Source: an optimization exercise on an open RTL-to-GDS flow (aim: small area, a short achievable clock period and few clock cycles per item). Production flows keep margins and buffers that such runs may drop.
Function was checked by simulation only, so behaviour that the tests miss may differ from the original.

==> flow/design.v (excerpt) <==
module bd_quant (
    input  wire       clk,
    input  wire       rst,           
    input  wire       cmd_valid,
    output wire       cmd_ready,
    input  wire [3:0] cmd_alg,       
    input  wire [7:0] cmd_thresh,    
    input  wire [7:0] cmd_msize,     
    input  wire       cmd_inv,
    input  wire [7:0] cmd_width,     
    input  wire [7:0] cmd_height,    
    input  wire       pix_valid,
    output wire       pix_ready,
    input  wire [7:0] pix_r,
    input  wire [7:0] pix_g,
    input  wire [7:0] pix_b,
    output wire       out_valid,
    input  wire       out_ready,
    output wire       out_bit
);
    localparam RING = 240;
    reg        busy;
    reg        is_ed, is_bay;
    reg        k_fs, k_atk, k_jjn, k_stu, k_bur, k_sie, k_sl;
    reg [7:0]  thresh;
    reg [1:0]  nlog;
    reg        inv;
    reg [7:0]  wd, ht;           
    assign cmd_ready = !busy;
    wire accept = cmd_valid && !busy;
    wire k_b32 = k_bur || k_sie;
    reg        pr;               
    reg        s0v;
    reg [7:0]  s0r, s0g, s0b;
    reg [7:0]  xp, yp;           
    reg        all_in;
    reg        first;            
    reg [7:0]  hc;               
    assign pix_ready = pr;
    wire pix_fire = pix_valid && pr;
    reg [1:0]  fc;
    reg        ov;
    reg [2:0]  fb;
    assign out_valid = ov;
    assign out_bit   = fb[0];
    wire pop = ov && out_ready;
    reg        ve, vw;
    wire       credit = ({1'b0, fc} + {2'b0, ve}) <= 3'd2;
    wire       slot   = !is_ed || first || (hc == xp);
    wire       take   = s0v && credit && slot;
    wire [7:0] xp1 = xp + 8'd1;
    wire [7:0] yp1 = yp + 8'd1;
    wire       x_last = (xp1 == wd);
    wire       y_last = (yp1 == ht);
    wire [7:0] xp_n = !take ? xp : (x_last ? 8'd0 : xp1);
  ...
Size: roughly 13000 cells after synthesis, roughly 9200 flip-flops, roughly 70 I/O pins.
==> flow/config.mk <==
export PLATFORM = sky130hd
export DESIGN_NAME = bd_quant
export DESIGN_NICKNAME = bd_quant
export VERILOG_FILES = /design/flow/design.v
export SDC_FILE = /design/flow/constraint.sdc
export NUM_CORES = 8
export LEC_CHECK = 0
export ABC_AREA = 1
export CAP_MARGIN = 20
export CORE_MARGIN = 2
export CORE_UTILIZATION = 60
export CTS_BUF_LIST = sky130_fd_sc_hd__clkbuf_8 sky130_fd_sc_hd__clkbuf_16
export CTS_CLUSTER_DIAMETER = 80
export CTS_CLUSTER_SIZE = 24
export SLEW_MARGIN = 20
export SYNTH_MEMORY_MAX_BITS = 16384
==> flow/constraint.sdc <==
create_clock -name core_clock -period 70.0 [get_ports {clk}]
set_input_delay 14.0000 -clock core_clock [delete_from_list [all_inputs] [get_ports {clk}]]
set_output_delay 14.0000 -clock core_clock [all_outputs]
set_load 0.01 [all_outputs]
standard.sh (not shown) runs the stock make flow with config.mk's settings and CLKGATE_MAP_FILE= SYNTH_SCRIPT=/design/flow/synth_recipe.tcl, a recipe that flattens the netlist after the stock synthesis.
==> flow/flow/run.sh <==
#!/bin/bash
# Layout flow: the standard ORFS flow (standard.sh), with the standard
# synthesis unchanged and these extra ORFS settings for the layout:
#  - the port buffers are plain buffers (buf_4) instead of the default delay cell;
#  - timing repair aims at the period the design can reach (about 15.5 ns)
#    rather than at the 70 ns clock, so the loop and port paths get sized.
# Each step's full output goes to a log file of its own in this folder.
set -uo pipefail
bash standard.sh synth > synth.log 2>&1 || { tail -20 synth.log; exit 1; }
bash standard.sh \
    "BUFFER_PORTS_ARGS=-buffer_cell sky130_fd_sc_hd__buf_4" \
    SETUP_SLACK_MARGIN=54.5 \
    finish > layout.log 2>&1 || { tail -20 layout.log; exit 1; }
The baseline ran to the end with no violations.
Testbench counts at the start, summed over its fixed seeds: cycles 61,568, items 61,440.
==> next run, changes <==
--- a/flow/config.mk
+++ b/flow/config.mk
@@ -12,3 +12,3 @@
-export CTS_BUF_LIST = sky130_fd_sc_hd__clkbuf_8 sky130_fd_sc_hd__clkbuf_16
-export CTS_CLUSTER_DIAMETER = 80
-export CTS_CLUSTER_SIZE = 24
+export CTS_BUF_LIST = sky130_fd_sc_hd__clkbuf_8
+export CTS_CLUSTER_DIAMETER = 60
+export CTS_CLUSTER_SIZE = 20
Effect: Routed wire length went down by 1.8%; setup slack loses 200 ps; clock-buffer cell count went up by 125.

==> re-timing with driven ports <==
No port has a modelled driver above. Below, the same layouts with a new extraction and two added sets of constraints. Step 1 assumes that a clkbuf_16 drives the clock port and a buf_2 every other input. Step 2 moves the port delays by t, midway between the first and last clock arrival at a register: inputs arrive t later, outputs are due t later. That takes back most of the time a late clock gives input paths. Slacks: ideal / step 1 / step 2; pairs: ideal / step 1.
run | shift t [ns] | setup slack, ns | worst hold slack (ns) | worst setup path at the end
the first run | 1.039 | 54.419 / 54.315 / 54.054 | 0.293 / 0.293 / 0.293 | input to register
the second run | 1.221 | 54.218 / 54.118 / 54.088 | 0.280 / 0.280 / 0.280 | input to register
After both steps every run listed still meets setup and hold. For the first run, which loses most, drivers alone change the setup slack by -0.104 ns; drivers and shift together by -0.365 ns.
